Context: an optimization exercise on an open-source flow, tuned for small area, a short achievable clock period and few clock cycles per item. The choices shown serve that exercise and are no tape-out recipe. The RTL was checked by simulation tests, not by an equivalence proof against the original design.

Design sigpcm_geneval, start of the top module:
module sigpcm_geneval (
    input  wire        clk,
    input  wire        rst,           
    input  wire        req_valid,
    output wire        req_ready,
    input  wire [63:0] req_kind,      
    input  wire [63:0] req_param,     
    input  wire [63:0] req_delay,     
    input  wire [63:0] req_time,      
    input  wire [3:0]  req_width,     
    output wire        resp_valid,
    output wire [2:0]  resp_err,
    output wire [63:0] resp_info,
    output wire [63:0] resp_level,
    output wire [63:0] resp_quant
);
For scale: about 230 flip-flops, ~38000 µm² of cells after synthesis.
export LEC_CHECK = 0
export CAP_MARGIN = 20
export CELL_PAD_IN_SITES_DETAIL_PLACEMENT = 1
export CELL_PAD_IN_SITES_GLOBAL_PLACEMENT = 2
export CORE_MARGIN = 2
export CORE_UTILIZATION = 25
export PLACE_DENSITY = 0.4
export SETUP_SLACK_MARGIN = 5
export SLEW_MARGIN = 20
export SYNTH_MEMORY_MAX_BITS = 32768
create_clock -name core_clock -period 14.0 [get_ports {clk}]
run.sh (not shown) runs the stock make flow with config.mk's settings and CLKGATE_MAP_FILE= SYNTH_SCRIPT=/design/flow/synth_recipe.tcl, a recipe that flattens the netlist after the stock synthesis.
Testbench counts at the start, summed over its fixed seeds: cycles 105,715, items 4,800.
Next try:
==> flow/flow/run.sh (new file) <==
#!/bin/bash
set -euo pipefail
SETUP_MARGIN=${SETUP_MARGIN:-8.5}
bash standard.sh synth > synth.log 2>&1
bash standard.sh "SETUP_SLACK_MARGIN=$SETUP_MARGIN" \
    "BUFFER_PORTS_ARGS=-buffer_cell sky130_fd_sc_hd__buf_1" finish > layout.log 2>&1
==> flow/standard.sh (new file) <==
#!/bin/bash
# synth_recipe.tcl (not shown) runs the flow's synth.tcl, then flattens the netlist and writes it again
# the make line also repeats each setting of config.mk as NAME=value (left out here)
make -C /OpenROAD-flow-scripts/flow DESIGN_CONFIG=/design/flow/config.mk WORK_HOME=/design/flow/orfs CLKGATE_MAP_FILE= SYNTH_SCRIPT=/design/flow/synth_recipe.tcl "${@:-finish}"
CAP_MARGIN = 35   (was 20)
SETUP_SLACK_MARGIN = unset   (was 5)
SLEW_MARGIN = 35   (was 20)
removed: flow/run.sh
What happened: Register-to-register slack gets better by 1.6 ns. Cell count increases by a few percent. Global-route usage rose by 0.56 points. Worst setup slack is better by 1.6 ns. Via count goes up slightly.
Next try:
--- a/flow/flow/run.sh
+++ b/flow/flow/run.sh
@@ -2,3 +2,3 @@
 set -euo pipefail
-SETUP_MARGIN=${SETUP_MARGIN:-8.5}
+SETUP_MARGIN=${SETUP_MARGIN:-9.0}
 bash standard.sh synth > synth.log 2>&1
CAP_MARGIN = 20   (was 35)
SLEW_MARGIN = 20   (was 35)
Effect: The changed run completed with no timing, DRC or antenna violations; register-to-register slack improved by 0.27 ns; area after synthesis is unchanged; core utilization increases by 3.2 points; first-iteration DRC count rose by 1.8%; worst hold slack gains 0.13 ns; fmax increases by 5.0%.
Next try:
--- a/flow/flow/run.sh
+++ b/flow/flow/run.sh
@@ -2,3 +2,3 @@
 set -euo pipefail
-SETUP_MARGIN=${SETUP_MARGIN:-9.0}
+SETUP_MARGIN=${SETUP_MARGIN:-8.0}
 bash standard.sh synth > synth.log 2>&1
Outcome: The changed run passed the timing, design-rule and antenna checks. Non-clock buffer count shrinks by 363. Critical path depth shrinks by 5. Hold slack degrades by 0.15 ns. Worst setup slack degrades by 0.71 ns. Via count shrinks by 3.7%. Global-route usage shrinks by 1.4 points.


== job 2431 ==
sigpcm_geneval again, from the RTL that the note above started with.
clock: 14.0 ns
lec_check: 0
cap_margin: 20
cell_pad_in_sites_detail_placement: 1
cell_pad_in_sites_global_placement: 2
core_margin: 2
core_utilization: 25
place_density: 0.4
slew_margin: 20
synth_memory_max_bits: 32768
standard.sh (not shown) runs the stock make flow with config.mk's settings and CLKGATE_MAP_FILE= SYNTH_SCRIPT=/design/flow/synth_recipe.tcl, a recipe that flattens the netlist after the stock synthesis.
==> flow/flow/run.sh <==
#!/bin/bash
set -euo pipefail
SETUP_MARGIN=${SETUP_MARGIN:-8.75}
bash standard.sh synth > synth.log 2>&1
bash standard.sh "SETUP_SLACK_MARGIN=$SETUP_MARGIN" \
    "BUFFER_PORTS_ARGS=-buffer_cell sky130_fd_sc_hd__buf_1" finish > layout.log 2>&1
Job 2431 went all the way through the flow, and no timing, DRC or antenna check failed.
Testbench counts of job 2431, summed over its fixed seeds: cycles 105,715, items 4,800.
#### Input delta (job 9917 over job 2431)
# job 2431
export LEC_CHECK = 0
export CAP_MARGIN = 20
export CELL_PAD_IN_SITES_DETAIL_PLACEMENT = 1
export CELL_PAD_IN_SITES_GLOBAL_PLACEMENT = 2
export CORE_MARGIN = 2
export CORE_UTILIZATION = 25
export PLACE_DENSITY = 0.4
export SLEW_MARGIN = 20
export SYNTH_MEMORY_MAX_BITS = 32768
create_clock -name core_clock -period 14.0 [get_ports {clk}]
# job 9917
export LEC_CHECK = 0
export CAP_MARGIN = 20
export CELL_PAD_IN_SITES_DETAIL_PLACEMENT = 1
export CELL_PAD_IN_SITES_GLOBAL_PLACEMENT = 2
export CORE_MARGIN = 2
export CORE_UTILIZATION = 30
export PLACE_DENSITY = 0.45
export SLEW_MARGIN = 20
export SYNTH_MEMORY_MAX_BITS = 32768
create_clock -name core_clock -period 14.0 [get_ports {clk}]
--- a/flow/flow/run.sh
+++ b/flow/flow/run.sh
@@ -3 +3 @@
-SETUP_MARGIN=${SETUP_MARGIN:-8.75}
+SETUP_MARGIN=${SETUP_MARGIN:-8.5}
### Flow results
The final layout from job 9917, which completed every stage, passed the timing, design-rule and antenna checks at the end of the flow.
Per the comparison of job 9917 with job 2431, number of cells in the design after placement lost 5.3%, buffering stage count on the worst path with inverters included has decreased, via count saw little to no change.
Per the comparison of job 9917 with job 2431, number of global-route vias before repair has increased; worst-case reg-to-reg path depth decreased 6.
Edits applied to the flow inputs when going from job 9917 to job 2036:
# job 9917
export LEC_CHECK = 0
export CAP_MARGIN = 20
export CELL_PAD_IN_SITES_DETAIL_PLACEMENT = 1
export CELL_PAD_IN_SITES_GLOBAL_PLACEMENT = 2
export CORE_MARGIN = 2
export CORE_UTILIZATION = 30
export PLACE_DENSITY = 0.45
export SLEW_MARGIN = 20
export SYNTH_MEMORY_MAX_BITS = 32768
create_clock -name core_clock -period 14.0 [get_ports {clk}]
# job 2036
export LEC_CHECK = 0
export CAP_MARGIN = 20
export CELL_PAD_IN_SITES_DETAIL_PLACEMENT = 1
export CELL_PAD_IN_SITES_GLOBAL_PLACEMENT = 2
export CORE_MARGIN = 2
export CORE_UTILIZATION = 25
export PLACE_DENSITY = 0.4
export SLEW_MARGIN = 20
export SYNTH_MEMORY_MAX_BITS = 32768
create_clock -name core_clock -period 14.0 [get_ports {clk}]
--- outcome ---
Post-synthesis sequential area ratio: job 2036 vs job 9917 identical. Job 9917 and job 2036 ended up with roughly the same number of multi-input combinational cells. The maximum clock frequency of job 2036 is higher than that of job 9917. Clock skew: job 2036 vs job 9917 up 0.018 ns. The more densely filled core belongs to job 9917, not job 2036. Delta (job 2036 minus job 9917): area taken by multi-input logic gates has remained practically unchanged, count of instances resized after the clock tree is built picked up an extra 7.8%, total CTS buffers saw an increase.
> inputs changed (job 2036 -> job 7577)
# job 2036
export LEC_CHECK = 0
export CAP_MARGIN = 20
export CELL_PAD_IN_SITES_DETAIL_PLACEMENT = 1
export CELL_PAD_IN_SITES_GLOBAL_PLACEMENT = 2
export CORE_MARGIN = 2
export CORE_UTILIZATION = 25
export PLACE_DENSITY = 0.4
export SLEW_MARGIN = 20
export SYNTH_MEMORY_MAX_BITS = 32768
create_clock -name core_clock -period 14.0 [get_ports {clk}]
# job 7577
export LEC_CHECK = 0
export CAP_MARGIN = 20
export CELL_PAD_IN_SITES_DETAIL_PLACEMENT = 0
export CELL_PAD_IN_SITES_GLOBAL_PLACEMENT = 1
export CORE_MARGIN = 2
export CORE_UTILIZATION = 25
export PLACE_DENSITY = 0.4
export SLEW_MARGIN = 20
export SYNTH_MEMORY_MAX_BITS = 32768
create_clock -name core_clock -period 14.0 [get_ports {clk}]
Results
- Delta(fraction of layout instances using a drive strength above 1, job 7577 - job 2036) < 0
- Looking at critical path depth, job 7577 sits 4 lower than job 2036 does.

-- port drivers added, routing unchanged --
The results above use ideal ports. As a check the final layouts listed here were re-extracted and re-timed, cells and wires unchanged. Step 1 (the two cells are an assumption about what drives the block):
set clk [get_ports {clk}]
set_driving_cell -lib_cell sky130_fd_sc_hd__clkbuf_16 $clk
set_driving_cell -lib_cell sky130_fd_sc_hd__buf_2 [delete_from_list [all_inputs] $clk]
Step 2 also shifts input and output timing later by t, the mid clock arrival at the registers, as if the neighbouring blocks saw the same clock. Three values: ideal, step 1, step 2; two values: the first two.
| run | t (ns) | slack for setup (ns) | cell pins on the clock port's net |
|---|---|---|---|
| the first run of note 1 | 0.705 | 6.741 / 6.741 / 6.741 | 1 |
| the second run of note 1 | 0.728 | 8.330 / 8.330 / 7.951 | 1 |
| the third run of note 1 | 0.714 | 8.599 / 8.599 / 8.343 | 1 |
| the fourth run of note 1 | 0.722 | 7.888 / 7.888 / 7.554 | 1 |
| job 2431 | 0.703 | 8.589 / 8.589 / 8.236 | 1 |
| job 9917 | 0.683 | 8.260 / 8.260 / 8.095 | 1 |
| job 2036 | 0.707 | 8.377 / 8.377 / 7.913 | 1 |
| job 7577 | 0.710 | 8.386 / 8.386 / 8.023 | 1 |
After both steps setup and hold are still met in every run listed. The setup slack of job 2036, which loses most, moves by 0.000 ns with the drivers and by -0.464 ns with both steps.
